From an optimization exercise on the open Yosys and OpenROAD flow, aimed at small area and a short achievable clock period; shortcuts taken in it are not production practice. At most, simulation tests tie the RTL to the original design; equivalence was not proved. No functional check of the RTL was part of runs 1 to 3. Power is estimated from default activity; no workload was simulated.

==> flow/flow/run.sh <==
#!/bin/bash
# Standard layout, with the smallest buffer on every port.
set -euo pipefail
bash standard.sh "BUFFER_PORTS_ARGS=-buffer_cell sky130_fd_sc_hd__buf_1" finish > standard.log 2>&1
==> flow/standard.sh <==
#!/bin/bash
# synth_recipe.tcl (not shown) runs the flow's synth.tcl, then flattens the netlist and writes it again
# the make line also repeats each setting of config.mk as NAME=value (left out here)
make -C /OpenROAD-flow-scripts/flow DESIGN_CONFIG=/design/flow/config.mk WORK_HOME=/design/flow/orfs CLKGATE_MAP_FILE= SYNTH_SCRIPT=/design/flow/synth_recipe.tcl "${@:-finish}"
==> flow/config.mk <==
export PLATFORM = sky130hd
export DESIGN_NAME = intron_rx_framer
export DESIGN_NICKNAME = intron_rx_framer
export VERILOG_FILES = /design/flow/design.v
export SDC_FILE = /design/flow/constraint.sdc
export NUM_CORES = 4
export LEC_CHECK = 0
export CAP_MARGIN = 20
export CORE_MARGIN = 2
export CORE_UTILIZATION = 50
export PLACE_DENSITY = 0.65
export SETUP_SLACK_MARGIN = 5
export SLEW_MARGIN = 20
export SYNTH_HIERARCHICAL = 1
export SYNTH_MINIMUM_KEEP_SIZE = 0
==> flow/constraint.sdc <==
create_clock -name core_clock -period 8.0 [get_ports {clk}]
set_input_delay 1.6000 -clock core_clock [delete_from_list [all_inputs] [get_ports {clk}]]
set_output_delay 1.6000 -clock core_clock [all_outputs]
set_load 0.01 [all_outputs]
==> flow/design.v <==
module rxf_crc32_byte (
    input  wire [31:0] crc_in,
    input  wire [7:0]  data,
    output reg  [31:0] crc_out
);
    integer i;
    always @* begin
        crc_out = crc_in ^ {24'd0, data};
        for (i = 0; i < 8; i = i + 1) begin
            if (crc_out[0])
                crc_out = (crc_out >> 1) ^ 32'hEDB88320;
            else
                crc_out = crc_out >> 1;
        end
    end
endmodule
module intron_rx_framer (
    input  wire         clk,
    input  wire         rst,             
    input  wire         soft_reset,      
    input  wire [47:0]  intron_sess,     
    input  wire         rx_valid,
    input  wire [7:0]   rx_data,
    input  wire         alloc_ok,        
    input  wire         cas_valid,
    input  wire [3:0]   cas_old,
    input  wire [3:0]   cas_new,
    input  wire         activity_clr,    
    input  wire         query_valid,     
    input  wire [7:0]   query_idx,
    input  wire         ap_take,         
    output reg  [3:0]   mode,
    output reg          cas_ok,
    output reg          associated,
    output reg          activity,
    output reg          mac_valid,
    output reg  [47:0]  mac,
    output reg  [7:0]   ap_count,
    output reg          ap_valid,
    output reg  [7:0]   ap_index,
    output reg  [127:0] ap_info,
    output reg          pkt_start,
    output wire [15:0]  pkt_len,
    output reg          pkt_wr,
    output wire [7:0]   pkt_data,
    output reg          pkt_end,
    output reg          pkt_good,
    output reg          evt_valid,
    output reg  [2:0]   evt_code,
    output wire [7:0]   evt_type,
    output wire [15:0]  evt_size
);
    localparam [7:0]  INTRON0 = 8'h55;
    localparam [7:0]  INTRON1 = 8'h4E;
    localparam [3:0] M_WAIT_INIT      = 4'd1;
    localparam [3:0] M_NEED_AP        = 4'd2;
    localparam [3:0] M_CONNECTING_AP  = 4'd3;
    localparam [3:0] M_RUNNING        = 4'd4;
    localparam [31:0] CRC_55 = 32'h36FCB509;
    reg  [3:0]   pos;        
    reg          pay;        
    reg          fixd;       
    reg          strm;       
    reg  [15:0]  cnt;        
    reg  [31:0]  crc;
    reg  [31:0]  rcrc;       
    reg  [7:0]   rtype;
    reg  [7:0]   rvar;
    reg  [119:0] fbuf;       
    reg          lq_valid;
    reg  [7:0]   lq_idx;
    assign pkt_len  = cnt;
    assign evt_size = cnt;
    assign evt_type = rtype;
    assign pkt_data = fbuf[7:0];
    wire        seek, hdr, hend, hp_crc_ok, hp0, hp1, hp_size, hp_sig;
    wire [7:0]  ipos1h;
    wire [3:0]  pos_inc;
    wire [15:0] sk0s, sk1s, cnt_dec;
    wire        size_zero, plast;
    wire [31:0] crc_pre;
    wire [7:0]  ck_byte;
    wire        e_fill, e_mac, e_dev, e_cnt, e_link_pkt, e_link_ka;
    wire        e_chk_pay, e_chk_ka, e_oos, e_evt_hdr;
    wire [2:0]  e_code;
    wire        e_pstart, e_strm, e_fix_next, e_pay_next;
    wire        m_is1, m_is23, v_nz;
    wire [3:0]  m_dev;
    rxf_early u_early (
        .pos(pos), .pay(pay), .fixd(fixd), .strm(strm), .cnt(cnt),
        .crc(crc), .rcrc(rcrc), .rtype(rtype), .rvar(rvar),
        .lq_valid(lq_valid), .lq_idx(lq_idx), .mode(mode),
        .seek(seek), .hdr(hdr), .hend(hend), .hp_crc_ok(hp_crc_ok),
        .hp0(hp0), .hp1(hp1), .hp_size(hp_size), .hp_sig(hp_sig),
        .ipos1h(ipos1h), .pos_inc(pos_inc),
        .sk0s(sk0s), .sk1s(sk1s), .cnt_dec(cnt_dec),
        .size_zero(size_zero), .plast(plast),
        .crc_pre(crc_pre), .ck_byte(ck_byte),
        .e_fill(e_fill), .e_mac(e_mac), .e_dev(e_dev), .e_cnt(e_cnt),
        .e_link_pkt(e_link_pkt), .e_link_ka(e_link_ka),
        .e_chk_pay(e_chk_pay), .e_chk_ka(e_chk_ka), .e_oos(e_oos),
        .e_evt_hdr(e_evt_hdr), .e_code(e_code),
        .e_pstart(e_pstart), .e_strm(e_strm),
        .e_fix_next(e_fix_next), .e_pay_next(e_pay_next),
        .m_is1(m_is1), .m_is23(m_is23), .v_nz(v_nz), .m_dev(m_dev)
    );
    wire take = rx_valid & ~soft_reset;
    wire [7:0] eq_sess;
    assign eq_sess[0] = (rx_data == INTRON0);
    assign eq_sess[1] = (rx_data == INTRON1);
    assign eq_sess[2] = (rx_data == intron_sess[7:0]);
    assign eq_sess[3] = (rx_data == intron_sess[15:8]);
    assign eq_sess[4] = (rx_data == intron_sess[23:16]);
    assign eq_sess[5] = (rx_data == intron_sess[31:24]);
    assign eq_sess[6] = (rx_data == intron_sess[39:32]);
    assign eq_sess[7] = (rx_data == intron_sess[47:40]);
    wire hit  = |(eq_sess & ipos1h);
    wire hit1 = |(eq_sess[7:1] & ipos1h[7:1]);     
    wire is55 = eq_sess[0];
    wire byte_ok  = (rx_data == ck_byte);        
    wire ka_byte  = (rx_data == ~crc[7:0]);      
    wire [31:0] crc_tab;
    rxf_crc32_byte u_crc (
        .crc_in  (32'd0),
        .data    (rx_data),
        .crc_out (crc_tab)
    );
    wire [31:0] crc_step = crc_pre ^ crc_tab;
    wire fill     = take & e_fill & byte_ok;
    wire mac_ld   = take & e_mac & byte_ok;
    wire dev_ok   = take & e_dev & byte_ok;
    wire cnt_ok   = take & e_cnt & byte_ok;
    wire link_ok  = take & ((e_link_pkt & byte_ok) | (e_link_ka & ka_byte));
    wire       cas_hit = cas_valid & ~soft_reset & (mode == cas_old);
    wire       c_is1   = (cas_new == M_WAIT_INIT);
    wire       c_is23  = (cas_new == M_NEED_AP) | (cas_new == M_CONNECTING_AP);
    wire       is1     = cas_hit ? c_is1  : m_is1;
    wire       is23    = cas_hit ? c_is23 : m_is23;
    wire [3:0] mode_c  = cas_hit ? cas_new : mode;
    wire [3:0] mode_n  = soft_reset              ? M_WAIT_INIT :
                         (dev_ok & is1)          ? m_dev :
                         (link_ok & v_nz & is23) ? M_RUNNING : mode_c;
    wire evt_n = take & (
        (e_oos & hit) |
        e_evt_hdr |
        (e_chk_ka & ~ka_byte) |
        (e_chk_pay & ~byte_ok));
    always @(posedge clk) begin
        if (rst | soft_reset) begin
            pos <= 4'd0;
            pay <= 1'b0;
            cnt <= 16'd0;
        end else if (rx_valid) begin
            if (seek) begin
                if (hit)
                    pos <= pos_inc;
                else begin
                    pos <= {3'd0, is55};
                    cnt <= is55 ? sk0s : sk1s;
                end
            end else if (hdr) begin
                pos <= pos_inc;
                if (hp_size)
                    cnt <= {cnt[7:0], rx_data};
                if (hend)
                    pay <= e_pay_next;
            end else begin
                cnt <= cnt_dec;
                if (plast)
                    pay <= 1'b0;
            end
        end
    end
    always @(posedge clk) begin
        if (rx_valid & hend) begin
            fixd <= e_fix_next;
            strm <= e_strm & alloc_ok;
        end
    end
    always @(posedge clk) begin
        if (rx_valid) begin
            if (hp0)    rtype <= rx_data;
            if (hp1)    rvar  <= rx_data;
            if (hp_sig) rcrc  <= {rcrc[23:0], rx_data};
            if (seek)
                crc <= hit1 ? crc_step : CRC_55;
            else if (hp_crc_ok)
                crc <= crc_step;
        end
    end
    always @(posedge clk) begin
        if (rx_valid)
            fbuf <= {fbuf[111:0], rx_data};
    end
    always @(posedge clk) begin
        if (rst) begin
            mode       <= M_WAIT_INIT;
            cas_ok     <= 1'b0;
            associated <= 1'b0;
            activity   <= 1'b0;
            mac_valid  <= 1'b0;
            ap_count   <= 8'd0;
            ap_valid   <= 1'b0;
            lq_valid   <= 1'b0;
            pkt_start  <= 1'b0;
            pkt_wr     <= 1'b0;
            pkt_end    <= 1'b0;
            evt_valid  <= 1'b0;
        end else begin
            mode       <= mode_n;
            cas_ok     <= cas_hit;
            if (soft_reset)
                associated <= 1'b0;
            else if (link_ok)
                associated <= v_nz;
            activity   <= (activity & ~activity_clr) | link_ok;
            if (mac_ld)
                mac_valid <= 1'b1;
            if (cnt_ok)
                ap_count <= rx_data;
            ap_valid   <= fill | (ap_valid & ~ap_take);
            if (query_valid)
                lq_valid <= 1'b1;
            pkt_start  <= take & e_pstart & alloc_ok;
            pkt_wr     <= take & e_strm & pay;
            pkt_end    <= pay & e_strm & (soft_reset | (rx_valid & plast));
            evt_valid  <= evt_n;
        end
    end
    always @(posedge clk) begin
        if (query_valid)
            lq_idx <= query_idx;
        if (mac_ld)
            mac <= {fbuf[39:0], rx_data};
        if (fill) begin
            ap_index <= rvar;
            ap_info  <= {fbuf[119:0], rx_data};
        end
        pkt_good <= ~soft_reset & byte_ok & e_chk_pay;
        evt_code <= e_code;
    end
endmodule
module rxf_early (
    input  wire [3:0]  pos,
    input  wire        pay,
    input  wire        fixd,
    input  wire        strm,
    input  wire [15:0] cnt,
    input  wire [31:0] crc,
    input  wire [31:0] rcrc,
    input  wire [7:0]  rtype,
    input  wire [7:0]  rvar,
    input  wire        lq_valid,
    input  wire [7:0]  lq_idx,
    input  wire [3:0]  mode,
    output wire        seek,         
    output wire        hdr,          
    output wire        hend,         
    output wire        hp_crc_ok,    
    output wire        hp0,          
    output wire        hp1,          
    output wire        hp_size,      
    output wire        hp_sig,       
    output wire [7:0]  ipos1h,       
    output wire [3:0]  pos_inc,
    output wire [15:0] sk0s,         
    output wire [15:0] sk1s,         
    output wire [15:0] cnt_dec,
    output wire        size_zero,
    output wire        plast,        
    output wire [31:0] crc_pre,      
    output wire [7:0]  ck_byte,      
    output wire        e_fill,       
    output wire        e_mac,        
    output wire        e_dev,        
    output wire        e_cnt,        
    output wire        e_link_pkt,   
    output wire        e_link_ka,    
    output wire        e_chk_pay,    
    output wire        e_chk_ka,     
    output wire        e_oos,        
    output wire        e_evt_hdr,    
    output wire [2:0]  e_code,       
    output wire        e_pstart,     
    output wire        e_strm,       
    output wire        e_fix_next,
    output wire        e_pay_next,
    output wire        m_is1,        
    output wire        m_is23,       
    output wire        v_nz,         
    output wire [3:0]  m_dev         
);
    localparam [7:0] T_DEVICE_INFO   = 8'h00;
    localparam [7:0] T_PACKET        = 8'h02;
    localparam [7:0] T_SCAN_AP_COUNT = 8'h06;
    localparam [7:0] T_SCAN_AP_INFO  = 8'h07;
    localparam [7:0] T_INVALID       = 8'h08;
    localparam [7:0] SUPPORTED_VERSION = 8'h0B;
    localparam [2:0] E_CRC_MISMATCH   = 3'd1;
    localparam [2:0] E_OUT_OF_SYNC    = 3'd2;
    localparam [2:0] E_LENGTH_ERROR   = 3'd3;
    localparam [2:0] E_UNKNOWN_TYPE   = 3'd4;
    localparam [2:0] E_PROTOCOL_ERROR = 3'd5;
    assign seek = ~pay & ~pos[3];
    assign hdr  = ~pay &  pos[3];
    assign hend = hdr & (pos[2:0] == 3'd7);
    assign hp_crc_ok = pay | (hdr & ~pos[2]);
    assign hp0     = hdr & (pos[2:0] == 3'd0);
    assign hp1     = hdr & (pos[2:0] == 3'd1);
    assign hp_size = hdr & (pos[2:1] == 2'b01);
    assign hp_sig  = hdr & pos[2];
    genvar g;
    generate
        for (g = 0; g < 8; g = g + 1) begin : g_ipos
            assign ipos1h[g] = (pos[2:0] == g);
        end
    endgenerate
    assign pos_inc = pos + 4'd1;
    wire [16:0] sk0 = {1'b0, cnt} + {14'd0, pos[2:0]};
    wire [16:0] sk1 = {1'b0, cnt} + {14'd0, pos[2:0]} + 17'd1;
    assign sk0s = sk0[16] ? 16'hFFFF : sk0[15:0];
    assign sk1s = sk1[16] ? 16'hFFFF : sk1[15:0];
    assign cnt_dec = cnt - 16'd1;
    assign size_zero = (cnt == 16'd0);
    assign plast     = (cnt == 16'd1);
    rxf_crc32_byte u_pre (
        .crc_in  (crc),
        .data    (8'd0),
        .crc_out (crc_pre)
    );
    function [7:0] tinv;
        input [7:0] a;
        begin
            tinv[0] = a[0] ^ a[1] ^ a[3] ^ a[5] ^ a[7];
            tinv[1] = a[1] ^ a[2] ^ a[4] ^ a[6];
            tinv[2] = a[2] ^ a[3] ^ a[5] ^ a[7];
            tinv[3] = a[3] ^ a[4] ^ a[6];
            tinv[4] = a[4] ^ a[5] ^ a[7];
            tinv[5] = a[5] ^ a[6];
            tinv[6] = a[0] ^ a[1] ^ a[3] ^ a[5] ^ a[6];
            tinv[7] = a[1] ^ a[2] ^ a[4] ^ a[6] ^ a[7];
        end
    endfunction
    wire [7:0]  ck_idx = tinv(~rcrc[31:24]);
    wire [31:0] ck_tab;
    rxf_crc32_byte u_tab (
        .crc_in  (32'd0),
        .data    (ck_idx),
        .crc_out (ck_tab)
    );
    assign ck_byte = ck_idx ^ crc[7:0];
    wire ck_rest = ((crc[31:8] ^ ck_tab[23:0]) == ~rcrc[23:0]);
    wire ka_rest = (rcrc[23:0] == ~crc[31:8]);
    wire t_dev  = (rtype == T_DEVICE_INFO);
    wire t_pkt  = (rtype == T_PACKET);
    wire t_cnt  = (rtype == T_SCAN_AP_COUNT);
    wire t_info = (rtype == T_SCAN_AP_INFO);
    wire t_inv  = (rtype == T_INVALID);
    wire t_fix  = t_dev | t_cnt | t_info;
    wire len_ok = (t_dev  & (cnt == 16'd6)) |
                  (t_cnt  & (cnt == 16'd1)) |
                  (t_info & (cnt == 16'd16));
    wire ver_ok = (rvar == SUPPORTED_VERSION);
    assign v_nz = (rvar != 8'd0);
    wire fix_last = pay & fixd & plast;
    wire pkt_last = pay & strm & plast;
    wire ka_end   = hend & t_pkt & size_zero;
    assign e_fill     = fix_last & ck_rest & t_info & lq_valid & (rvar == lq_idx);
    assign e_mac      = fix_last & ck_rest & t_dev & ver_ok;
    assign e_dev      = fix_last & ck_rest & t_dev;
    assign e_cnt      = fix_last & ck_rest & t_cnt;
    assign e_link_pkt = pkt_last & ck_rest;
    assign e_link_ka  = ka_end & ka_rest;
    assign e_chk_pay = pay & (fixd | strm) & plast & ck_rest;
    assign e_chk_ka  = ka_end & ka_rest;
    assign e_oos     = seek & (pos[2:0] == 3'd7) & ~size_zero;
    assign e_evt_hdr = (hend & (t_inv | (t_fix & ~len_ok) | ~(t_pkt | t_fix))) |
                       (ka_end & ~ka_rest) |
                       (pay & (fixd | strm) & plast & ~ck_rest);
    assign e_code = seek  ? E_OUT_OF_SYNC :
                    ~hend ? E_CRC_MISMATCH :
                    t_inv ? E_PROTOCOL_ERROR :
                    t_pkt ? E_CRC_MISMATCH :
                    t_fix ? E_LENGTH_ERROR : E_UNKNOWN_TYPE;
    assign e_pstart   = hend & t_pkt & ~size_zero;
    assign e_strm     = pay ? strm : t_pkt;
    assign e_fix_next = t_fix & len_ok;
    assign e_pay_next = ~size_zero;
    assign m_is1  = (mode == 4'd1);
    assign m_is23 = (mode == 4'd2) | (mode == 4'd3);
    assign m_dev  = ver_ok ? 4'd2 : 4'd6;
endmodule
==> results of run 1 <==
-- power by group --
part           switching (mW)  internal, mW
Sequential             0.0316          2.55
Clock                   0.885          1.18
Combinational           0.383         0.431
Total                    1.30          4.16
-- area by class of cell --
class	instances	area [um2]
Fill cell	3162	15400
Sequential cell	441	12800
Multi-Input combinational cell	1070	9550
Timing Repair Buffer	473	2850
Clock buffer	51	1130
Tap cell	585	732
Clock inverter	30	307
Inverter	27	105
Antenna cell	3	7.51
-- state kept, by name (all words and copies together), names as in the netlist, 3 cells and up --
name and cells:
lq_idx 8, crc 32, pos 4, ap_index 8
ap_info 128, mode 4, mac 48, rtype 8
rvar 8, rcrc 32, evt_code 3, cnt 16
fbuf 120, ap_count 8
-- worst max path at each step --
stage / start / endpoint / slack (ns)
2_1_floorplan: rx_data[2] / ap_index[0] / 4.05
3_3_place_gp: rcrc[30] / ap_info[124] / 2.32
3_5_place_dp: rcrc[30] / ap_info[123] / 2.27
4_1_cts: rcrc[24] / mac[22] / 3.54
5_1_grt: rcrc[24] / mac[16] / 3.36
6_report: rcrc[25] / mac[5] / 3.49
-- layer usage --
| metal | part of all wire [%] | global-route usage, % | vias up | routed length, um |
|---|---|---|---|---|
| li1 | - | - | 6522 | - |
| met1 | 43 | 33.3 | 6921 | 24100 |
| met2 | 48 | 40.5 | 533 | 27200 |
| met3 | 7.3 | 5.19 | 83 | 4150 |
| met4 | 2.1 | 6.58 | 2 | 1200 |
| met5 | 0.023 | 0 | - | 13 |
-- per-stage QoR --
stage / worst slack, ns / total power [mW] / instances / util, % / hold slack [ns]
floorplan: 4.05 / 3.24 / 1613 / - / 0.400
global placement: 2.32 / 3.37 / 2475 / 55.4 / 0.401
finish: 3.49 / 5.46 / 2680 / 64.1 / 0.418
detailed placement: 2.27 / 3.38 / 2475 / 55.4 / 0.405
CTS: 3.54 / 5.46 / 2629 / 62.0 / 0.423
global route: 3.36 / 5.65 / 2677 / 64.1 / 0.425
-- repair_timing --
item,4_1_cts,5_1_grt
cloned,11,4
gates resized for setup,136,92
endpoints found under the hold margin,0,0
setup endpoints to repair,351,270
pin swaps,54,75
setup buffers,62,44
==> impl_metrics.toml, run 1 <==
[routing]
drcViolationCount = 0
final_antenna_net_count = 0
detail_route.first_pass.iterations = 5
detailroute.via_count = 14100
drt_iter0_markers = 1018
routed_via_density = 5.25
drt-wirelength-per-cell_um = 21.2
drt_wl_total_um = 56700

[clock_tree]
clock-sinks = 441
root_buffer = "clkbuf_16"
quantity_of_hold_fixing_buffers_added_after_cts = 0
max-clock-path-buffers = 3
ctsHtreeMaxLevel = 2
cts_made_buffers = 44
clk_transition_reported_paths_ns = 0.06
tritoncts = "built"
worst_skew_pair.late_latency_ns = 0.58

[pwr]
cellLeakagePower_nw = 9.99
ir_worst_vdd_mv = 0.136
power_per_cell_area_nw_per_um2 = 199

[yosys]
synthesis.yosys.warnings = 9
syn_avg_cell_area_um2 = 14.1
cell_count_after_synthesis = 1535
syn-cell-area_um2 = 21600

[grt]
grt_start_max_net_pins = 75
grt_pass1_wl_um = 82300
first_global_vias = 13600
initial_antenna_violation_count = 1
overflow = 0
grt.total_usage_pct = 24.6

[worst_hold_path]
min_path_type = "reg -> reg"
timing.hold.worst.start = "fbuf[113]"
timing.hold.worst_endpoint = "ap_info[121]"
min_path_cells = 0

[worst_setup_path]
crit_path_dat_ns = 4.79
critical_path.slowest_cell = "edfxtp_1"
max_stage_delay_ns = 0.43
worstPathMaxFanout = 5
critPathBufInv = 6
source_of_the_worst_register_to_register_timing_path = "rcrc[25]"
critical-path-top-delay-family = "XOR/XNOR gates"
setup.reg_to_reg.worst_slack_ns = 3.49
timing.critical_path.from_type = "register"
top_cell_by_count_worst_path = "xnor2_4"
reg2regPathDepth = 20
path_cells = "buf_4, xnor2_4, xnor2_4, xnor2_2, xnor2_2, buf_4, xnor2_4, buf_6, xor2_2, xor2_1, xnor3_1, nor4_2, nand4_1, buf_6, nor4_4, and3_4, nor2b_2, and2_4, buf_12, clkbuf_16"
endpoint_kind = "register"
worst-endpoint-required_ns = 8.28
cp.depth = 20
worstSetupPathType = "reg -> reg"
critical_path.reg2reg.endpoint = "mac[5]"

[floorplan]
chipHeight_um = 212
ios = 338
effective_utilization_at_floorplan_pct = 50.4
rows = 76
die_area_um2 = 44900
core-area_um2 = 42900
chipWidth_um = 212

[run_status]
run_status = "timing/DRC/antenna clean"

[layout]
post_route_cells_drive_above_1_share_pct = 20.9
nNetsFinal = 2153
mostFrequentLayoutCell = "edfxtp_1"
area_growth_pct = 27.2
final_cell_mix = "edfxtp_1, buf_1, xnor2_1"
fin_area_um2 = 27500

[sta]
finalSetupViolations = 0
grt_setup_unrepaired = "yes"
achievable-frequency_ghz = 0.222
timing.final.max_slew_violations = 0
post_layout_min_period_ns = 4.51
final_setup_skew_ns = 0.0201
timing.final.crit_share_pct = 56.4
maxSlewHeadroom_pct = 44.1
finalSetupTns_ns = 0
timing_hold_violations_final = 0
max_slew.worst_pin.slew_ns = 0.818

[place]
post-dp-hpwl_um = 37200
placedInstanceArea_um2 = 23800
gp_routability_congestion = 0.896
numPortBuffers = 337

[job]
drv_cap = 0
==> run 2: changes to the inputs <==
--- a/flow/design.v
+++ b/flow/design.v
@@ -66,2 +66,3 @@
     reg  [31:0]  rcrc;       
+    reg          ka_flag;    
     reg  [7:0]   rtype;
@@ -81,3 +82,4 @@
     wire [31:0] crc_pre;
-    wire [7:0]  ck_byte;
+    wire [7:0]  cmp_byte;
+    wire [23:0] ck_tab;
     wire        e_fill, e_mac, e_dev, e_cnt, e_link_pkt, e_link_ka;
@@ -97,3 +99,4 @@
         .size_zero(size_zero), .plast(plast),
-        .crc_pre(crc_pre), .ck_byte(ck_byte),
+        .ka_flag(ka_flag),
+        .crc_pre(crc_pre), .cmp_byte(cmp_byte), .ck_tab(ck_tab),
         .e_fill(e_fill), .e_mac(e_mac), .e_dev(e_dev), .e_cnt(e_cnt),
@@ -119,11 +122,26 @@
     wire is55 = eq_sess[0];
-    wire byte_ok  = (rx_data == ck_byte);        
-    wire ka_byte  = (rx_data == ~crc[7:0]);      
-    wire [31:0] crc_tab;
-    rxf_crc32_byte u_crc (
-        .crc_in  (32'd0),
-        .data    (rx_data),
-        .crc_out (crc_tab)
-    );
-    wire [31:0] crc_step = crc_pre ^ crc_tab;
+    wire byte_ok  = (rx_data == cmp_byte);
+    wire [31:0] crc_step = crc_pre ^ rxf_tab(rx_data);
+    function [7:0] tinv;
+        input [7:0] a;
+        begin
+            tinv[0] = a[0] ^ a[1] ^ a[3] ^ a[5] ^ a[7];
+            tinv[1] = a[1] ^ a[2] ^ a[4] ^ a[6];
+            tinv[2] = a[2] ^ a[3] ^ a[5] ^ a[7];
+            tinv[3] = a[3] ^ a[4] ^ a[6];
+            tinv[4] = a[4] ^ a[5] ^ a[7];
+            tinv[5] = a[5] ^ a[6];
+            tinv[6] = a[0] ^ a[1] ^ a[3] ^ a[5] ^ a[6];
+            tinv[7] = a[1] ^ a[2] ^ a[4] ^ a[6] ^ a[7];
+        end
+    endfunction
+    function [31:0] rxf_tab;
+        input [7:0] i;
+        integer k;
+        begin
+            rxf_tab = {24'd0, i};
+            for (k = 0; k < 8; k = k + 1)
+                rxf_tab = rxf_tab[0] ? ((rxf_tab >> 1) ^ 32'hEDB88320) : (rxf_tab >> 1);
+        end
+    endfunction
     wire fill     = take & e_fill & byte_ok;
@@ -132,3 +150,3 @@
     wire cnt_ok   = take & e_cnt & byte_ok;
-    wire link_ok  = take & ((e_link_pkt & byte_ok) | (e_link_ka & ka_byte));
+    wire link_ok  = take & (e_link_pkt | e_link_ka) & byte_ok;
     wire       cas_hit = cas_valid & ~soft_reset & (mode == cas_old);
@@ -145,4 +163,3 @@
         e_evt_hdr |
-        (e_chk_ka & ~ka_byte) |
-        (e_chk_pay & ~byte_ok));
+        ((e_chk_ka | e_chk_pay) & ~byte_ok));
     always @(posedge clk) begin
@@ -183,3 +200,11 @@
             if (hp1)    rvar  <= rx_data;
-            if (hp_sig) rcrc  <= {rcrc[23:0], rx_data};
+            if (hp_sig) begin
+                case (pos[1:0])
+                    2'd0: rcrc[31:24] <= tinv(~rx_data);
+                    2'd1: rcrc[23:16] <= ~rx_data ^ ck_tab[23:16];
+                    2'd2: rcrc[15:8]  <= ~rx_data ^ ck_tab[15:8];
+                    default: rcrc[7:0] <= ~rx_data ^ ck_tab[7:0];
+                endcase
+                ka_flag <= byte_ok & (ka_flag | (pos[1:0] == 2'd0));
+            end
             if (seek)
@@ -255,2 +280,3 @@
     input  wire [3:0]  mode,
+    input  wire        ka_flag,
     output wire        seek,         
@@ -271,3 +297,4 @@
     output wire [31:0] crc_pre,      
-    output wire [7:0]  ck_byte,      
+    output wire [7:0]  cmp_byte,     
+    output wire [23:0] ck_tab,       
     output wire        e_fill,       
@@ -325,30 +352,25 @@
     assign plast     = (cnt == 16'd1);
-    rxf_crc32_byte u_pre (
-        .crc_in  (crc),
-        .data    (8'd0),
-        .crc_out (crc_pre)
-    );
-    function [7:0] tinv;
-        input [7:0] a;
+    function [31:0] rxf_tab;
+        input [7:0] i;
+        integer k;
         begin
-            tinv[0] = a[0] ^ a[1] ^ a[3] ^ a[5] ^ a[7];
-            tinv[1] = a[1] ^ a[2] ^ a[4] ^ a[6];
-            tinv[2] = a[2] ^ a[3] ^ a[5] ^ a[7];
-            tinv[3] = a[3] ^ a[4] ^ a[6];
-            tinv[4] = a[4] ^ a[5] ^ a[7];
-            tinv[5] = a[5] ^ a[6];
-            tinv[6] = a[0] ^ a[1] ^ a[3] ^ a[5] ^ a[6];
-            tinv[7] = a[1] ^ a[2] ^ a[4] ^ a[6] ^ a[7];
+            rxf_tab = {24'd0, i};
+            for (k = 0; k < 8; k = k + 1)
+                rxf_tab = rxf_tab[0] ? ((rxf_tab >> 1) ^ 32'hEDB88320) : (rxf_tab >> 1);
         end
     endfunction
-    wire [7:0]  ck_idx = tinv(~rcrc[31:24]);
-    wire [31:0] ck_tab;
-    rxf_crc32_byte u_tab (
-        .crc_in  (32'd0),
-        .data    (ck_idx),
-        .crc_out (ck_tab)
-    );
-    assign ck_byte = ck_idx ^ crc[7:0];
-    wire ck_rest = ((crc[31:8] ^ ck_tab[23:0]) == ~rcrc[23:0]);
-    wire ka_rest = (rcrc[23:0] == ~crc[31:8]);
+    assign crc_pre = {8'd0, crc[31:8]} ^ rxf_tab(crc[7:0]);
+    wire [31:0] tab_i = rxf_tab(rcrc[31:24]);
+    assign ck_tab = tab_i[23:0];
+    wire ck_rest = (crc[31:8] == rcrc[23:0]);
+    reg [7:0] ka_byte;
+    always @* begin
+        case (pos[1:0])
+            2'd0: ka_byte = ~crc[31:24];
+            2'd1: ka_byte = ~crc[23:16];
+            2'd2: ka_byte = ~crc[15:8];
+            default: ka_byte = ~crc[7:0];
+        endcase
+    end
+    assign cmp_byte = pay ? (rcrc[31:24] ^ crc[7:0]) : ka_byte;
     wire t_dev  = (rtype == T_DEVICE_INFO);
@@ -372,8 +394,8 @@
     assign e_link_pkt = pkt_last & ck_rest;
-    assign e_link_ka  = ka_end & ka_rest;
+    assign e_link_ka  = ka_end & ka_flag;
     assign e_chk_pay = pay & (fixd | strm) & plast & ck_rest;
-    assign e_chk_ka  = ka_end & ka_rest;
+    assign e_chk_ka  = ka_end & ka_flag;
     assign e_oos     = seek & (pos[2:0] == 3'd7) & ~size_zero;
     assign e_evt_hdr = (hend & (t_inv | (t_fix & ~len_ok) | ~(t_pkt | t_fix))) |
-                       (ka_end & ~ka_rest) |
+                       (ka_end & ~ka_flag) |
                        (pay & (fixd | strm) & plast & ~ck_rest);
==> run 2 against run 1 <==
Still clean on timing, DRC and antenna. Count of clock-buffer cells in the layout decreased by 2. Synthesized cell count is 2.2% lower. Cell count shrank 8.3%. Cell area decreased by 7.6%. Largest cell class unchanged.
==> impl_metrics.toml, run 2 <==
[routing]
detailroute.via_count = 13600
routed_via_density = 5.51
drcViolationCount = 0
final_antenna_net_count = 0
detail_route.first_pass.iterations = 5
drt_iter0_markers = 1015
drt_wl_total_um = 58800
drt-wirelength-per-cell_um = 23.9

[sta]
finalSetupViolations = 0
timing_hold_violations_final = 0
timing.final.crit_share_pct = 39.6
max_slew.worst_pin.slew_ns = 1.09
final_setup_skew_ns = 0.0272
achievable-frequency_ghz = 0.315
final.setup.worst_slack_ns = 4.83
maxSlewHeadroom_pct = 27.1
timing.final.max_slew_violations = 0
grt_setup_unrepaired = "yes"
post_layout_min_period_ns = 3.17
finalSetupTns_ns = 0

[yosys]
synth_top_cells_by_area = "edfxtp_1, xnor2_1, dfxtp_1"
yosysSeqAreaShare_pct = 63.9
synth_top_cell_by_area = "edfxtp_1"
syn-cell-area_um2 = 20000
number_of_synthesized_register_bits = 442
syn_avg_cell_area_um2 = 13.4
cell_count_after_synthesis = 1501
most_frequently_used_cell_type_in_the_post_synthesis_netlist = "edfxtp_1"
async_flop_share_pct = 0
netlist_top_cells_count = "edfxtp_1, xnor2_1, nand2_1, nor2_1, xor2_1"
synthDominantCellAreaShare_pct = 59.2
synth_enable_flop_cells = 395
synthesis.yosys.warnings = 8
synth.distinct_cells = 80
dominantRegCellSynth = "edfxtp_1"

[worst_setup_path]
setup.reg_to_reg.worst_slack_ns = 4.90
crit_path_dat_ns = 3.65
worstPathMaxFanout = 8
critical_path.reg2reg.endpoint = "mac[9]"
worst-endpoint-required_ns = 8.48
reg2regPathDepth = 13
worstSetupPathType = "in -> reg"
endpoint_kind = "register"
source_of_the_worst_register_to_register_timing_path = "pos[0]"
timing.critical_path.from_type = "input pin"

[layout]
post_route_cells_drive_above_1_share_pct = 18.7
area_growth_pct = 26.7
final_cell_mix = "edfxtp_1, buf_1, xnor2_1"
largest_register = "ap_info"
fillers = 2942
largest_register_ff_count = 128
nNetsFinal = 1998
mostFrequentLayoutCell = "edfxtp_1"
reg_top3 = "ap_info x128, fbuf x120, mac x48"

[clock_tree]
clock-sinks = 442
ctsHtreeMaxLevel = 2
cts_made_buffers = 44
tritoncts = "built"
root_buffer = "clkbuf_16"
clk_transition_reported_paths_ns = 0.07
worst_skew_pair.late_latency_ns = 0.58
max-clock-path-buffers = 3

[place]
pre_cts_slack_ns = 3.01
gp_routability_congestion = 0.939
post-dp-hpwl_um = 37500
numPortBuffers = 337

[run_status]
run_status = "timing/DRC/antenna clean"

[floorplan]
chipHeight_um = 204
ios = 338
chipWidth_um = 204
rows = 73
effective_utilization_at_floorplan_pct = 50.6
die_area_um2 = 41700
core-area_um2 = 39600

[worst_hold_path]
min_path_cells = 0
min_path_type = "reg -> reg"
timing.hold.worst.start = "fbuf[112]"
timing.hold.worst_endpoint = "ap_info[120]"

[grt]
grt_start_max_net_pins = 76
grt.total_usage_pct = 26.6
initial_antenna_violation_count = 4
first_global_vias = 13100
overflow = 0
grt_pass1_wl_um = 82200

[pwr]
cellLeakagePower_nw = 8.65
ir_worst_vdd_mv = 0.152
power_per_cell_area_nw_per_um2 = 205

[job]
drv_cap = 0
## run 2: cell count changes in the layout (fill, tap and decap cells not counted), moves of 15 or more
cell,before,now
a21oi_1,27,44
buf_4,89,53
conb_1,81,3
inv_1,25,50
nand4_1,37,18
nor2b_1,26,5
o221ai_2,2,17
o22ai_1,2,21
xnor2_1,245,215
xnor2_2,27,10
xnor2_4,27,1
xnor3_1,27,0
xor2_1,65,85
## run 2: stage by stage
stage / std cells / cell area (um2) / utilization (%) / total power [mW] / hold WS (ns)
2_1_floorplan: 1502 / 20500 / - / 2.85 / 0.400
3_3_place_gp: 2277 / 21800 / 54.9 / 2.93 / 0.401
3_5_place_dp: 2277 / 21800 / 54.9 / 2.94 / 0.405
4_1_cts: 2420 / 24600 / 62.2 / 5.20 / 0.420
5_1_grt: 2454 / 25400 / 64.1 / 5.33 / 0.438
6_report: 2458 / 25400 / 64.1 / 5.20 / 0.433
## run 2: cell type report
cell class / instances / area [um2] / area share [%]
antenna: 4 / 10.0 / 0.0394
clock buffer: 49 / 1120 / 4.41
clock inverter: 30 / 434 / 1.71
inverter: 64 / 287 / 1.13
multi-input combinational: 898 / 7180 / 28.2
sequential: 442 / 12800 / 50.5
tap: 525 / 657 / 2.59
timing repair buffer: 446 / 2890 / 11.4
## run 2: kinds of logic (layout without fill, tap and decap cells)
family | Yosys count | count (layout) | synth area share [%]
xor+xnor | 312 | 312 | 13.7
simple gates | 346 | 353 | 8.89
other cells | 2 | 7 | 0.0375
mux | 36 | 36 | 1.80
flops | 442 | 442 | 63.9
fa+ha+maj | 21 | 21 | 1.35
buf+inv | 169 | 589 | 4.21
compound gates | 173 | 173 | 6.19
## run 2: layer usage
| layer | wire length, um | part of all wire, % | track usage [%] |
|---|---|---|---|
| met5 | 32 | 0.054 | 0 |
| met4 | 1720 | 2.9 | 9.11 |
| met3 | 4980 | 8.5 | 5.33 |
| met2 | 29100 | 49 | 45.1 |
| met1 | 23000 | 39 | 34.3 |
## run 2: Yosys stat by module (local to each module, per instance)
module            flops+latches  area (um2)
intron_rx_framer            442       16500
rxf_early                     0        3550
## run 2: worst max-delay path by stage
stage,start,endpoint,slack (ns),cells past startpoint
floorplan,rx_data[7],ap_index[0],4.14,5
global placement,rx_data[0],ap_info[10],3.07,7
detailed placement,rx_data[0],ap_info[118],3.01,7
CTS,rx_data[0],cnt[1],4.81,12
global route,rx_data[2],cnt[1],4.78,12
finish,rx_data[2],cnt[1],4.83,12
## run 2: power breakdown
group	leakage (nW)	total, mW	switching (mW)	internal (mW)
Clock	0.751	2.25	0.907	1.34
Combinational	3.88	0.354	0.197	0.157
Sequential	4.03	2.60	0.0361	2.56
## run 2: worst max-delay path, cell delays in order
cell	delay (ns)
clkbuf_16	0.12
buf_12	0.13
buf_12	0.15
xnor2_1	0.13
nand2_1	0.08
nor3_2	0.05
nor4_4	0.26
buf_4	0.19
nand4_1	0.12
buf_6	0.16
or3_4	0.46
o221ai_2	0.18
## run 2: repair_timing
| action | 4_1_cts | 5_1_grt |
|---|---|---|
| buffers inserted | 52 | 17 |
| hold buffers | 0 | 0 |
| pin swaps | 39 | 25 |
| gates cloned | 12 | 17 |
| setup endpoints to repair | 274 | 254 |
| resized for setup | 155 | 74 |
==> run 3: changes to the inputs <==
--- a/flow/config.mk
+++ b/flow/config.mk
@@ -13,3 +13 @@
 export SLEW_MARGIN = 20
-export SYNTH_HIERARCHICAL = 1
-export SYNTH_MINIMUM_KEEP_SIZE = 0
==> run 3 against run 2 <==
Clock power is 14% lower. First-iteration DRC count up 26%. Global-route usage rose by 1.1 points. Critical endpoint is now ap_info[29]. Largest cell class unchanged.
==> impl_metrics.toml, run 3 <==
[yosys]
dominantRegCellSynth = "edfxtp_1"
synth_top_cell_by_area = "edfxtp_1"
synthDominantCellAreaShare_pct = 61.4
most_frequently_used_cell_type_in_the_post_synthesis_netlist = "edfxtp_1"
yosysSeqAreaShare_pct = 66.3
syn_avg_cell_area_um2 = 14.1
synthesis.yosys.warnings = 2
netlist_top_cells_count = "edfxtp_1, xnor2_1, xor2_1, nor2_1, nand2_1"
cell_count_after_synthesis = 1367
number_of_synthesized_register_bits = 442
syn-cell-area_um2 = 19300
async_flop_share_pct = 0
synth_top_cells_by_area = "edfxtp_1, xnor2_1, dfxtp_1"
synth_enable_flop_cells = 395
synth.distinct_cells = 84

[floorplan]
effective_utilization_at_floorplan_pct = 51.0
die_area_um2 = 40200
rows = 71
chipHeight_um = 200
core-area_um2 = 37800
ios = 338
chipWidth_um = 200

[worst_setup_path]
critical_path.slowest_cell = "nor4_4"
crit_path_dat_ns = 3.73
worstPathMaxFanout = 21
worstSetupPathType = "in -> reg"
path_cells = "clkbuf_16, xor2_4, xnor2_2, nand4_1, nor4_4, nand4_4, nor4_4, buf_6, buf_12, clkbuf_16"
worst-endpoint-required_ns = 8.28
source_of_the_worst_register_to_register_timing_path = "pos[0]"
max_stage_delay_ns = 0.39
endpoint_kind = "register"
critPathLaunch = "rx_data[2]"
timing.critical_path.from_type = "input pin"

[place]
placedInstanceArea_um2 = 21000
post-dp-hpwl_um = 36100
numPortBuffers = 337
gp_routability_congestion = 0.941
pre_cts_slack_ns = 3.04
numPlacedInstances = 2141

[clock_tree]
quantity_of_hold_fixing_buffers_added_after_cts = 0
cts_made_buffers = 44
root_buffer = "clkbuf_16"
clock-sinks = 442
max-clock-path-buffers = 3
worst_skew_pair.late_latency_ns = 0.56
ctsHtreeMaxLevel = 2
tritoncts = "built"
clk_transition_reported_paths_ns = 0.06

[sta]
maxSlewHeadroom_pct = 43.2
finalSetupTns_ns = 0
final_setup_skew_ns = 0.0181
post_layout_min_period_ns = 3.45
timing.final.max_slew_violations = 0
achievable-frequency_ghz = 0.290
timing.final.crit_share_pct = 43.1
timing_hold_violations_final = 0
max_slew.worst_pin.slew_ns = 0.852
final.setup.worst_slack_ns = 4.55
finalSetupViolations = 0
grt_setup_unrepaired = "yes"

[layout]
area_growth_pct = 28.9
largest_register_ff_count = 128
largest_register = "ap_info"
mostFrequentLayoutCell = "edfxtp_1"
final_cell_mix = "edfxtp_1, buf_1, xnor2_1"
nNetsFinal = 1903
layoutNonFillerInstCount = 2341
post_route_cells_drive_above_1_share_pct = 20.3
fin_area_um2 = 24900
reg_top3 = "ap_info x128, fbuf x120, mac x48"

[run_status]
run_status = "timing/DRC/antenna clean"

[routing]
drt_wl_total_um = 58000
routed_via_density = 5.69
final_antenna_net_count = 0
drt_iter0_markers = 1277
drcViolationCount = 0
detailroute.via_count = 13300
detail_route.first_pass.iterations = 6
drt-wirelength-per-cell_um = 24.8

[pwr]
ir_worst_vdd_mv = 0.146
cellLeakagePower_nw = 8.13
power_per_cell_area_nw_per_um2 = 199

[worst_hold_path]
timing.hold.worst.start = "fbuf[115]"
min_path_type = "reg -> reg"

[grt]
grt_pass1_wl_um = 82600
overflow = 0
grt_start_max_net_pins = 66
first_global_vias = 12600
initial_antenna_violation_count = 1
grt.total_usage_pct = 27.7

[job]
drv_cap = 0
## run 3: worst max-delay path, delay by kind of cell
kind | cells | cell delay [ns]
buffers and inverters | 4 | 0.73
AND/OR/NAND/NOR | 4 | 1.00
XOR/XNOR | 2 | 0.35
## run 3: final cells by class
| cell class | count | area (um2) |
|---|---|---|
| clock inverters | 22 | 174 |
| repair buffers | 464 | 3120 |
| multi-input cells | 819 | 6850 |
| flip-flops and latches | 442 | 12800 |
| clock buffers | 53 | 1160 |
| inverters | 29 | 116 |
| well taps | 511 | 639 |
| diodes | 1 | 2.50 |
| fillers | 2761 | 13000 |
## run 3: cell families after synthesis
logic type	Yosys count	share of synthesized area [%]
simple gates	326	9.31
mux	15	0.784
compound gates	178	6.39
fa+ha+maj	22	1.46
buf+inv	115	3.03
xor+xnor	269	12.7
flops	442	66.3
## run 3: power breakdown
| part | total, mW | internal (mW) | switching, mW | leakage [nW] |
|---|---|---|---|---|
| clock network | 1.94 | 1.07 | 0.869 | 0.640 |
| logic | 0.397 | 0.176 | 0.221 | 3.46 |
| registers | 2.61 | 2.57 | 0.0424 | 4.02 |
## run 3: per-layer routing
layer	GRT usage (%)	share of wire [%]	up-vias
li1	-	-	5888
met1	37.0	40	6541
met2	45.5	49	753
met3	5.55	8.1	138
met4	9.74	3.6	0
met5	0	0	-
## run 3: repair_timing
action | CTS | global route
pin swaps | 41 | 33
setup endpoints to repair | 299 | 264
cloned | 25 | 6
buffers inserted | 70 | 23
gates resized for setup | 170 | 77
## run 3: final timing paths
check	to	slack, ns	cells after the start
max	ap_info[29]	4.55	10
max reg2reg	cnt[9]	4.75	12
min	ap_info[123]	0.42	0
min reg2reg	ap_info[123]	0.42	0
## run 3: metrics by stage
stage | hold slack [ns] | total power, mW | utilization [%]
after floorplan | 0.400 | 2.88 | -
after global placement | 0.400 | 2.97 | 55.6
after detailed placement | 0.405 | 2.97 | 55.6
after CTS | 0.417 | 4.93 | 64.0
after global routing | 0.422 | 5.08 | 65.8
final | 0.419 | 4.94 | 65.8
==> run 4: changes to the inputs <==
--- a/flow/design.v
+++ b/flow/design.v
@@ -81,3 +81,2 @@
     wire        size_zero, plast;
-    wire [31:0] crc_pre;
     wire [7:0]  cmp_byte;
@@ -100,3 +99,3 @@
         .ka_flag(ka_flag),
-        .crc_pre(crc_pre), .cmp_byte(cmp_byte), .ck_tab(ck_tab),
+        .cmp_byte(cmp_byte), .ck_tab(ck_tab),
         .e_fill(e_fill), .e_mac(e_mac), .e_dev(e_dev), .e_cnt(e_cnt),
@@ -123,3 +122,3 @@
     wire byte_ok  = (rx_data == cmp_byte);
-    wire [31:0] crc_step = crc_pre ^ rxf_tab(rx_data);
+    wire [31:0] crc_step = {8'd0, crc[31:8]} ^ rxf_tab(crc[7:0] ^ rx_data);
     function [7:0] tinv;
@@ -296,3 +295,2 @@
     output wire        plast,        
-    output wire [31:0] crc_pre,      
     output wire [7:0]  cmp_byte,     
@@ -361,3 +359,2 @@
     endfunction
-    assign crc_pre = {8'd0, crc[31:8]} ^ rxf_tab(crc[7:0]);
     wire [31:0] tab_i = rxf_tab(rcrc[31:24]);
--- a/flow/config.mk
+++ b/flow/config.mk
@@ -10,2 +10,5 @@
 export CORE_UTILIZATION = 50
+export CTS_BUF_LIST = sky130_fd_sc_hd__clkbuf_16
+export CTS_CLUSTER_DIAMETER = 60
+export CTS_CLUSTER_SIZE = 25
 export PLACE_DENSITY = 0.65
@@ -13 +16,3 @@
 export SLEW_MARGIN = 20
+export SYNTH_HIERARCHICAL = 1
+export SYNTH_MINIMUM_KEEP_SIZE = 0
==> run 4 against run 3 <==
Wire length shrank 8.7%. Die area grew 2.3%. Sequential share of layout area grew 2.1 points. Non-clock buffer count shrank 29. Power shrank 7.4%. Sequential power is essentially flat. First-iteration DRC count shrank 16%. Via count shrank 2.6%. Critical path depth grew 4. Setup slack gained 0.33 ns. Largest power group unchanged.
==> impl_metrics.toml, run 4 <==
[run_status]
run_status = "timing/DRC/antenna clean"

[clock_tree]
root_buffer = "clkbuf_16"
clk_transition_reported_paths_ns = 0.09
quantity_of_hold_fixing_buffers_added_after_cts = 0
clock-sinks = 442
ctsHtreeMaxLevel = 1
cts_made_buffers = 30
tritoncts = "built"
worst_skew_pair.late_latency_ns = 0.59
max-clock-path-buffers = 3

[place]
gp_routability_congestion = 0.914
post-dp-hpwl_um = 34700
numPortBuffers = 337

[yosys]
syn_avg_cell_area_um2 = 13.6
syn-cell-area_um2 = 19700
synth.distinct_cells = 80
most_frequently_used_cell_type_in_the_post_synthesis_netlist = "edfxtp_1"
async_flop_share_pct = 0
synth_top_cells_by_area = "edfxtp_1, xnor2_1, dfxtp_1"
synth_enable_flop_cells = 395
synthesis.yosys.warnings = 8
netlist_top_cells_count = "edfxtp_1, xnor2_1, nand2_1, xor2_1, nor2_1"
dominantRegCellSynth = "edfxtp_1"
synth_top_cell_by_area = "edfxtp_1"
number_of_synthesized_register_bits = 442
yosysSeqAreaShare_pct = 64.8
cell_count_after_synthesis = 1449
synthDominantCellAreaShare_pct = 60.1

[routing]
met3WireLength_um = 3130
drt-wirelength-per-cell_um = 22.5
routed_via_density = 5.50
drt_wl_total_um = 53000
detailroute.via_count = 13000
drcViolationCount = 0
wl_met1_um = 23200
final_antenna_net_count = 0
drt_iter0_markers = 1071
detail_route.first_pass.iterations = 7
highest-signal-layer = "met4"
dr_wl_met2_um = 25500

[worst_hold_path]
timing.hold.worst.start = "fbuf[113]"
min_path_type = "reg -> reg"

[floorplan]
core-area_um2 = 38800
effective_utilization_at_floorplan_pct = 50.9
ios = 338
chipWidth_um = 203
rows = 72
chipHeight_um = 203
die_area_um2 = 41100

[sta]
finalSetupViolations = 0
grt_setup_unrepaired = "yes"
max_slew.worst_pin.slew_ns = 0.919
finalSetupTns_ns = 0
achievable-frequency_ghz = 0.321
timing.final.max_slew_violations = 0
timing.final.crit_share_pct = 39.0
timing_hold_violations_final = 0
post_layout_min_period_ns = 3.12
hold-worst-slack_ns = 0.426
maxSlewHeadroom_pct = 38.5
final_setup_skew_ns = 0.0250

[layout]
post_route_cells_drive_above_1_share_pct = 16.0
reg_top3 = "ap_info x128, fbuf x120, mac x48"
area_growth_pct = 21.2
nNetsFinal = 1925
largest_register = "ap_info"
mostFrequentLayoutCell = "edfxtp_1"
largest_register_ff_count = 128
antennaDiodeCount = 0
final_cell_mix = "edfxtp_1, buf_1, xnor2_1"

[job]
drv_cap = 0

[worst_setup_path]
crit_path_dat_ns = 3.64
worstSetupPathType = "reg -> reg"
worstPathMaxFanout = 10
source_of_the_worst_register_to_register_timing_path = "pos[2]"
worst-endpoint-required_ns = 8.52
endpoint_kind = "register"
critPathLaunch = "pos[2]"
timing.critical_path.from_type = "register"

[pwr]
cellLeakagePower_nw = 8.23
ir_worst_vdd_mv = 0.157
power_per_cell_area_nw_per_um2 = 191

[grt]
overflow = 0
first_global_vias = 12200
grt_pass1_wl_um = 76700
grt_start_max_net_pins = 72
grt.total_usage_pct = 24.9
initial_antenna_violation_count = 1
[run 4: metal layers]
| metal | up-vias | GRT usage [%] |
|---|---|---|
| li1 | 5955 | - |
| met1 | 6444 | 36.0 |
| met2 | 505 | 40.7 |
| met3 | 67 | 2.47 |
| met4 | 0 | 6.28 |
| met5 | - | 0 |
[run 4: path summary, 6_finish.rpt]
kind | to | depth (start not counted) | slack, ns
setup / recovery | cnt[8] | 14 | 4.88
hold / removal | ap_info[121] | 0 | 0.43
setup reg to reg | cnt[8] | 14 | 4.88
hold reg to reg | ap_info[121] | 0 | 0.43
[run 4: worst max-delay path: stages, from the launching register on]
cell and delay (ns):
dfxtp_2 0.46, ha_2 0.39, and2b_2 0.24, buf_4 0.14
a211oi_4 0.29, o311a_1 0.23, a31oi_4 0.06, a211oi_4 0.40
buf_4 0.19, a21boi_2 0.05, o21ai_1 0.14, mux2i_1 0.12
a21oi_1 0.15, nand4_1 0.11, nand2_1 0.09
[run 4: logic make-up (layout without fill, tap and decap cells)]
kind of cell | Yosys count | count (layout) | share of synthesized area [%]
multiplexers | 24 | 24 | 1.23
other | 2 | 3 | 0.0380
XOR/XNOR | 273 | 273 | 12.9
AND/OR/NAND/NOR | 388 | 394 | 10.2
adder cells (fa/ha/maj) | 21 | 21 | 1.37
flip-flops | 442 | 442 | 64.8
buffers and inverters | 133 | 517 | 3.67
AO/OA/AOI/OAI | 166 | 167 | 5.83
[run 4: through the flow]
step / cell area, um2 / instances / total power [mW] / utilization, % / worst slack [ns]
2_1_floorplan: 20000 / 1450 / 2.83 / - / 4.20
3_3_place_gp: 21400 / 2222 / 2.91 / 55.1 / 2.92
3_5_place_dp: 21400 / 2222 / 2.91 / 55.1 / 2.87
4_1_cts: 23400 / 2322 / 4.60 / 60.3 / 4.87
5_1_grt: 23900 / 2359 / 4.72 / 61.7 / 4.74
6_report: 23900 / 2359 / 4.58 / 61.7 / 4.88
[run 4: cell type report]
class / instances / area (um2)
clock buffers: 31 / 776
clock inverters: 19 / 332
fillers: 3039 / 14900
inverters: 31 / 130
multi-input cells: 882 / 6930
flip-flops and latches: 442 / 12800
well taps: 518 / 648
repair buffers: 435 / 2290
repair inverters: 1 / 5.00
[run 4: Yosys stat by module (local to each module, per instance)]
module,copies in the design,cells inside,cell area (um2)
intron_rx_framer,1,990,16700
rxf_early,1,459,3020
[run 4: power by group]
part	leakage [nW]	internal, mW	switching, mW	total [mW]
logic	3.68	0.126	0.164	0.290
clock network	0.524	0.832	0.867	1.70
registers	4.02	2.56	0.0317	2.59
total	8.23	3.52	1.06	4.58
[run 4: repair_timing]
item	CTS	global route
hold endpoints to repair	0	0
pin swaps	39	32
setup endpoints to repair	344	248
resized for setup	112	52
gates cloned	9	3
buffers inserted	41	34
==> run 5: changes to the inputs <==
--- a/flow/config.mk
+++ b/flow/config.mk
@@ -14,3 +14,3 @@
 export PLACE_DENSITY = 0.65
-export SETUP_SLACK_MARGIN = 5
+export SETUP_SLACK_MARGIN = 4.7
 export SLEW_MARGIN = 20
==> run 5 against run 4 <==
Wire length shrank 3.0%. Sequential power is essentially flat. Critical path depth did not move.
==> impl_metrics.toml, run 5 <==
[run_status]
run_status = "timing/DRC/antenna clean"

[sta]
hold-worst-slack_ns = 0.425
achievable-frequency_ghz = 0.307
final_setup_skew_ns = 0.0181
max_slew.worst_pin.slew_ns = 0.858
finalSetupTns_ns = 0
timing_hold_violations_final = 0
grt_setup_unrepaired = "yes"
post_layout_min_period_ns = 3.25
timing.final.crit_share_pct = 40.7
maxSlewHeadroom_pct = 42.6
timing.final.max_slew_violations = 0
finalSetupViolations = 0

[clock_tree]
ctsHtreeMaxLevel = 1
cts_made_buffers = 31
clock-sinks = 442
max-clock-path-buffers = 3
root_buffer = "clkbuf_16"
worst_skew_pair.late_latency_ns = 0.60
tritoncts = "built"
clk_transition_reported_paths_ns = 0.09

[worst_setup_path]
top_cell_by_count_worst_path = "nand4_1"
source_of_the_worst_register_to_register_timing_path = "pos[0]"
critPathLaunch = "pos[0]"
max_stage_delay_ns = 0.41
path_cells = "ha_4, inv_2, fa_2, and2b_2, nand3b_1, o31ai_4, o21ai_4, nor3_4, nand4_1, mux2_4, mux2i_2, a21oi_1, nand4_1, nand2_1"
crit_path_dat_ns = 3.74
endpoint_kind = "register"
worstSetupPathType = "reg -> reg"
timing.critical_path.from_type = "register"
worst-endpoint-required_ns = 8.48
critPathBufInv = 1
critical-path-top-delay-family = "simple AND/OR/NAND/NOR gates"
worstPathMaxFanout = 7
critical_path.slowest_cell = "dfxtp_4"

[yosys]
async_flop_share_pct = 0
synthesis.yosys.warnings = 8
dominantRegCellSynth = "edfxtp_1"
synth_top_cell_by_area = "edfxtp_1"
synth.distinct_cells = 80
most_frequently_used_cell_type_in_the_post_synthesis_netlist = "edfxtp_1"
syn-cell-area_um2 = 19700
netlist_top_cells_count = "edfxtp_1, xnor2_1, nand2_1, xor2_1, nor2_1"
synthDominantCellAreaShare_pct = 60.1
synth_enable_flop_cells = 395
cell_count_after_synthesis = 1449
synth_top_cells_by_area = "edfxtp_1, xnor2_1, dfxtp_1"
yosysSeqAreaShare_pct = 64.8
syn_avg_cell_area_um2 = 13.6
number_of_synthesized_register_bits = 442

[floorplan]
chipWidth_um = 203
ios = 338
core-area_um2 = 38800
rows = 72
effective_utilization_at_floorplan_pct = 50.9
chipHeight_um = 203
die_area_um2 = 41100

[place]
gp_routability_congestion = 0.885
numPortBuffers = 337
post-dp-hpwl_um = 34700

[routing]
drt_wl_total_um = 51400
drt-wirelength-per-cell_um = 22.2
routed_via_density = 5.52
final_antenna_net_count = 0
detail_route.first_pass.iterations = 5
drt_iter0_markers = 1034
drcViolationCount = 0
detailroute.via_count = 12800

[pwr]
ir_worst_vdd_mv = 0.179
power_per_cell_area_nw_per_um2 = 199
design_power_total_mw = 4.61
cellLeakagePower_nw = 7.87

[grt]
initial_antenna_violation_count = 0
grt_start_max_net_pins = 70
grt_pass1_wl_um = 75700
overflow = 0
first_global_vias = 12100
grt.total_usage_pct = 24.4

[layout]
largest_register_ff_count = 128
fillers = 3123
largest_register = "ap_info"
final_cell_mix = "edfxtp_1, buf_1, xnor2_1"
mostFrequentLayoutCell = "edfxtp_1"
reg_top3 = "ap_info x128, fbuf x120, mac x48"
area_growth_pct = 17.1
post_route_cells_drive_above_1_share_pct = 11.6
nNetsFinal = 1878

[worst_hold_path]
timing.hold.worst.start = "fbuf[116]"
min_path_type = "reg -> reg"

[job]
drv_cap = 0
==> run 5: per-stage QoR <==
| step | cell area (um2) | util, % | std cells | worst slack, ns |
|---|---|---|---|---|
| after global routing | 23100 | 59.5 | 2315 | 4.63 |
| after global placement | 21300 | 54.9 | 2223 | 2.98 |
| after CTS | 22700 | 58.6 | 2293 | 4.61 |
| final | 23100 | 59.5 | 2316 | 4.75 |
| after floorplan | 19900 | - | 1450 | 4.20 |
| after detailed placement | 21300 | 54.9 | 2223 | 2.91 |
==> run 5: Yosys stat by module (local to each module, per instance) <==
module,flip-flops and latches,copies in the design
rxf_early,0,1
intron_rx_framer,442,1
==> run 5: cells by family (layout without fill, tap and decap cells) <==
logic type / count (synthesis) / in the layout / synth area share (%)
AO/OA/AOI/OAI: 166 / 167 / 5.83
buffers and inverters: 133 / 472 / 3.67
adder cells (fa/ha/maj): 21 / 21 / 1.37
XOR/XNOR: 273 / 273 / 12.9
multiplexers: 24 / 24 / 1.23
AND/OR/NAND/NOR: 388 / 395 / 10.2
flip-flops: 442 / 442 / 64.8
other: 2 / 4 / 0.0380
==> run 5: path summary, 6_finish.rpt <==
path / end / slack (ns) / cells after the start
worst max register to register: cnt[15] / 4.75 / 14
worst min register to register: ap_info[124] / 0.42 / 0
worst min-delay path: ap_info[124] / 0.42 / 0
worst max-delay path: cnt[15] / 4.75 / 14
==> run 5: report_power, final <==
| part | leakage, nW | total [mW] | internal (mW) | switching, mW |
|---|---|---|---|---|
| combinational | 3.30 | 0.275 | 0.117 | 0.158 |
| sequential | 4.02 | 2.59 | 2.56 | 0.0321 |
| clock | 0.550 | 1.74 | 0.841 | 0.899 |
==> run 5: per-layer routing <==
metal	up-vias	track usage, %	wire [um]
li1	5859	-	-
met5	-	0	0
met1	6358	35.3	22400
met3	58	2.62	3370
met4	0	4.90	806
met2	511	40.3	24800
==> run 5: layout make-up <==
type	count	area, um2	share of cell area, %
Sequential cell	442	12800	55.5
Multi-Input combinational cell	883	6640	28.7
Timing Repair Buffer	387	1740	7.53
Clock buffer	31	776	3.36
Tap cell	518	648	2.80
Clock inverter	23	368	1.59
Inverter	31	124	0.536
Antenna cell	1	2.50	0.0108
==> run 5: what timing repair did <==
item | CTS | global route
hold buffers | 0 | 0
resized for setup | 44 | 39
buffers inserted | 8 | 22
pin swaps | 7 | 18
endpoints found under the setup margin | 276 | 222
gates cloned | 8 | 0
==> run 6: changes to the inputs <==
--- a/flow/config.mk
+++ b/flow/config.mk
@@ -10,7 +10,4 @@
 export CORE_UTILIZATION = 50
-export CTS_BUF_LIST = sky130_fd_sc_hd__clkbuf_16
-export CTS_CLUSTER_DIAMETER = 60
-export CTS_CLUSTER_SIZE = 25
 export PLACE_DENSITY = 0.65
-export SETUP_SLACK_MARGIN = 4.7
+export SETUP_SLACK_MARGIN = 5
 export SLEW_MARGIN = 20
==> run 6 against run 5 <==
Still clean on timing, DRC and antenna. Cell count increased by 2.8%. Non-clock buffer count grew 38. Setup slack gained 0.12 ns. Count of clock-buffer cells in the layout grew 19. First-iteration DRC count up 8.3%. Die area unchanged. Sequential cell count unchanged. Register-to-register slack gained 0.12 ns. Critical path depth is the same. Sequential share of layout area down 2.2 points. Synthesized cell count stayed put. Largest cell class unchanged.
==> impl_metrics.toml, run 6 <==
[clock_tree]
root_buffer = "clkbuf_16"
clk_transition_reported_paths_ns = 0.06
tritoncts = "built"
quantity_of_hold_fixing_buffers_added_after_cts = 0
max-clock-path-buffers = 3
clock-sinks = 442
ctsHtreeMaxLevel = 2
worst_skew_pair.late_latency_ns = 0.56
cts_made_buffers = 44

[place]
gp_routability_congestion = 0.914
numPortBuffers = 337
placedInstanceArea_um2 = 21400
post-dp-hpwl_um = 34700

[yosys]
netlist_top_cells_count = "edfxtp_1, xnor2_1, nand2_1, xor2_1, nor2_1"
synth.distinct_cells = 80
synthesis.yosys.warnings = 8
syn_avg_cell_area_um2 = 13.6
synth_top_cells_by_area = "edfxtp_1, xnor2_1, dfxtp_1"
synth_top_cell_by_area = "edfxtp_1"
dominantRegCellSynth = "edfxtp_1"
synth_enable_flop_cells = 395
number_of_synthesized_register_bits = 442
most_frequently_used_cell_type_in_the_post_synthesis_netlist = "edfxtp_1"
syn-cell-area_um2 = 19700
yosysSeqAreaShare_pct = 64.8
cell_count_after_synthesis = 1449
synthDominantCellAreaShare_pct = 60.1
async_flop_share_pct = 0

[grt]
overflow = 0
grt_pass1_wl_um = 77000
initial_antenna_violation_count = 1
first_global_vias = 12300
grt.total_usage_pct = 25.0
grt_start_max_net_pins = 72

[routing]
drt-wirelength-per-cell_um = 22.6
final_antenna_net_count = 0
detailroute.via_count = 13100
drt_iter0_markers = 1120
drt_wl_total_um = 53800
drcViolationCount = 0
detail_route.first_pass.iterations = 7
routed_via_density = 5.51

[floorplan]
ios = 338
chipWidth_um = 203
die_area_um2 = 41100
core-area_um2 = 38800
effective_utilization_at_floorplan_pct = 50.9
chipHeight_um = 203
rows = 72

[sta]
timing.final.crit_share_pct = 39.2
max_slew.worst_pin.slew_ns = 1.02
final_setup_skew_ns = 0.0161
timing_hold_violations_final = 0
maxSlewHeadroom_pct = 32.0
post_layout_min_period_ns = 3.14
achievable-frequency_ghz = 0.319
finalSetupViolations = 0
finalSetupTns_ns = 0
grt_setup_unrepaired = "yes"
timing.final.max_slew_violations = 0

[pwr]
power_per_cell_area_nw_per_um2 = 205
cellLeakagePower_nw = 8.34
ir_worst_vdd_mv = 0.140

[worst_setup_path]
timing.critical_path.from_type = "register"
crit_path_dat_ns = 3.40
endpoint_kind = "register"
worstSetupPathType = "reg -> reg"
worstPathMaxFanout = 22
worst-endpoint-required_ns = 8.26

[layout]
reg_top3 = "ap_info x128, fbuf x120, mac x48"
final_cell_mix = "edfxtp_1, buf_1, xnor2_1"
fin_area_um2 = 24100
largest_register_ff_count = 128
mostFrequentLayoutCell = "edfxtp_1"
post_route_cells_drive_above_1_share_pct = 16.4
fillers = 2996
antennaDiodeCount = 0
largest_register = "ap_info"
area_growth_pct = 22.1
nNetsFinal = 1935

[run_status]
run_status = "timing/DRC/antenna clean"

[job]
drv_cap = 0

[worst_hold_path]
min_path_type = "reg -> reg"
==> run 6: changes by cell type in the layout (fill, tap and decap cells not counted), sizes merged, moves of 2 or more <==
cell      before  now
buf          378  413
clkinv         8   19
clkinvlp       3    1
and2          19   25
clkbuf        40   62
bufinv         2    5
inv           41   31
==> run 6: path summary, 6_finish.rpt <==
kind / start / endpoint / slack, ns / cells after the start
hold reg to reg: fbuf[113] / ap_info[121] / 0.42 / 0
setup / recovery: pos[0] / ap_info[51] / 4.86 / 14
setup reg to reg: pos[0] / ap_info[51] / 4.86 / 14
hold / removal: fbuf[113] / ap_info[121] / 0.42 / 0
==> run 6: final cells by class <==
class / instances / area [um2] / share of cell area, %
Clock buffer: 50 / 1140 / 4.75
Clock inverter: 25 / 288 / 1.19
Inverter: 31 / 124 / 0.514
Multi-Input combinational cell: 889 / 6860 / 28.5
Sequential cell: 442 / 12800 / 53.2
Tap cell: 518 / 648 / 2.69
Timing Repair Buffer: 425 / 2210 / 9.15
==> run 6: routing by layer <==
metal | wire, um | GRT usage (%) | vias up
met5 | 11 | 0 | -
met4 | 1290 | 6.65 | 2
met3 | 3770 | 3.37 | 86
met2 | 25900 | 40.6 | 574
met1 | 22800 | 35.7 | 6482
li1 | - | - | 5969
==> run 6: repair_timing <==
action | 4_1_cts | 5_1_grt
pin swaps | 34 | 30
buffers inserted | 30 | 35
setup endpoints to repair | 336 | 284
gates cloned | 8 | 10
resized for setup | 103 | 41
==> run 6: power by group <==
group | switching (mW) | internal [mW]
registers | 0.0321 | 2.56
clock network | 0.857 | 1.20
logic | 0.165 | 0.129
total | 1.05 | 3.89
==> run 6: Yosys stat by module (local to each module, per instance) <==
module / area [um2] / flops+latches
intron_rx_framer: 16700 / 442
rxf_early: 3020 / 0
==> run 6: critical path, stage by stage (launching register included) <==
cell,delay (ns)
dfxtp_4,0.36
buf_4,0.14
inv_1,0.11
ha_1,0.20
clkinv_2,0.15
o22ai_1,0.18
o31ai_1,0.07
o21ai_0,0.30
xnor2_2,0.15
nand4_1,0.15
nor2_4,0.18
and3b_4,0.27
and2_4,0.23
buf_4,0.17
buf_16,0.17
==> run 6: kinds of logic after synthesis <==
logic type	synth area share, %
xor+xnor	12.9
mux	1.23
other cells	0.0380
compound gates	5.83
simple gates	10.2
fa+ha+maj	1.37
flops	64.8
buf+inv	3.67
==> run 6: metrics by stage <==
stage / utilization, % / total power [mW] / hold slack, ns / setup slack, ns / cells
5_1_grt: 62.1 / 5.10 / 0.424 / 4.74 / 2380
6_report: 62.1 / 4.94 / 0.419 / 4.86 / 2380
2_1_floorplan: - / 2.83 / 0.400 / 4.20 / 1450
4_1_cts: 60.8 / 4.95 / 0.421 / 4.84 / 2335
3_5_place_dp: 55.1 / 2.91 / 0.405 / 2.87 / 2222
3_3_place_gp: 55.1 / 2.91 / 0.402 / 2.92 / 2222

[port drivers added, routing unchanged]
How much do the figures lean on ideal ports? The routed layouts below were timed once more, with nothing changed but the port constraints. Step 1, drivers: a clkbuf_16 drives clk and a buf_2 each remaining input, both assumed. Step 2 also shifts input and output timing later by t, the mid clock arrival at the registers, as if the neighbouring blocks saw the same clock. Slacks: no drivers / after step 1 / after step 2; pairs: no drivers / after step 1.
run	t, ns	slack for setup (ns)	worst setup path after step 2	worst register clock-pin slew, ns
run 1	0.623	3.489 / 3.489 / 3.489	register to register	0.07 / 0.07
run 2	0.619	4.829 / 4.841 / 4.222	input to register	0.07 / 0.07
run 3	0.607	4.549 / 4.553 / 3.946	input to register	0.07 / 0.07
run 4	0.637	4.881 / 4.881 / 4.405	input to register	0.09 / 0.09
run 5	0.647	4.745 / 4.745 / 4.137	input to register	0.10 / 0.10
run 6	0.609	4.863 / 4.863 / 4.346	input to register	0.07 / 0.07
After both steps setup and hold are still met in every run listed. The setup slack of run 5, which loses most, moves by 0.000 ns with the drivers and by -0.608 ns with both steps.
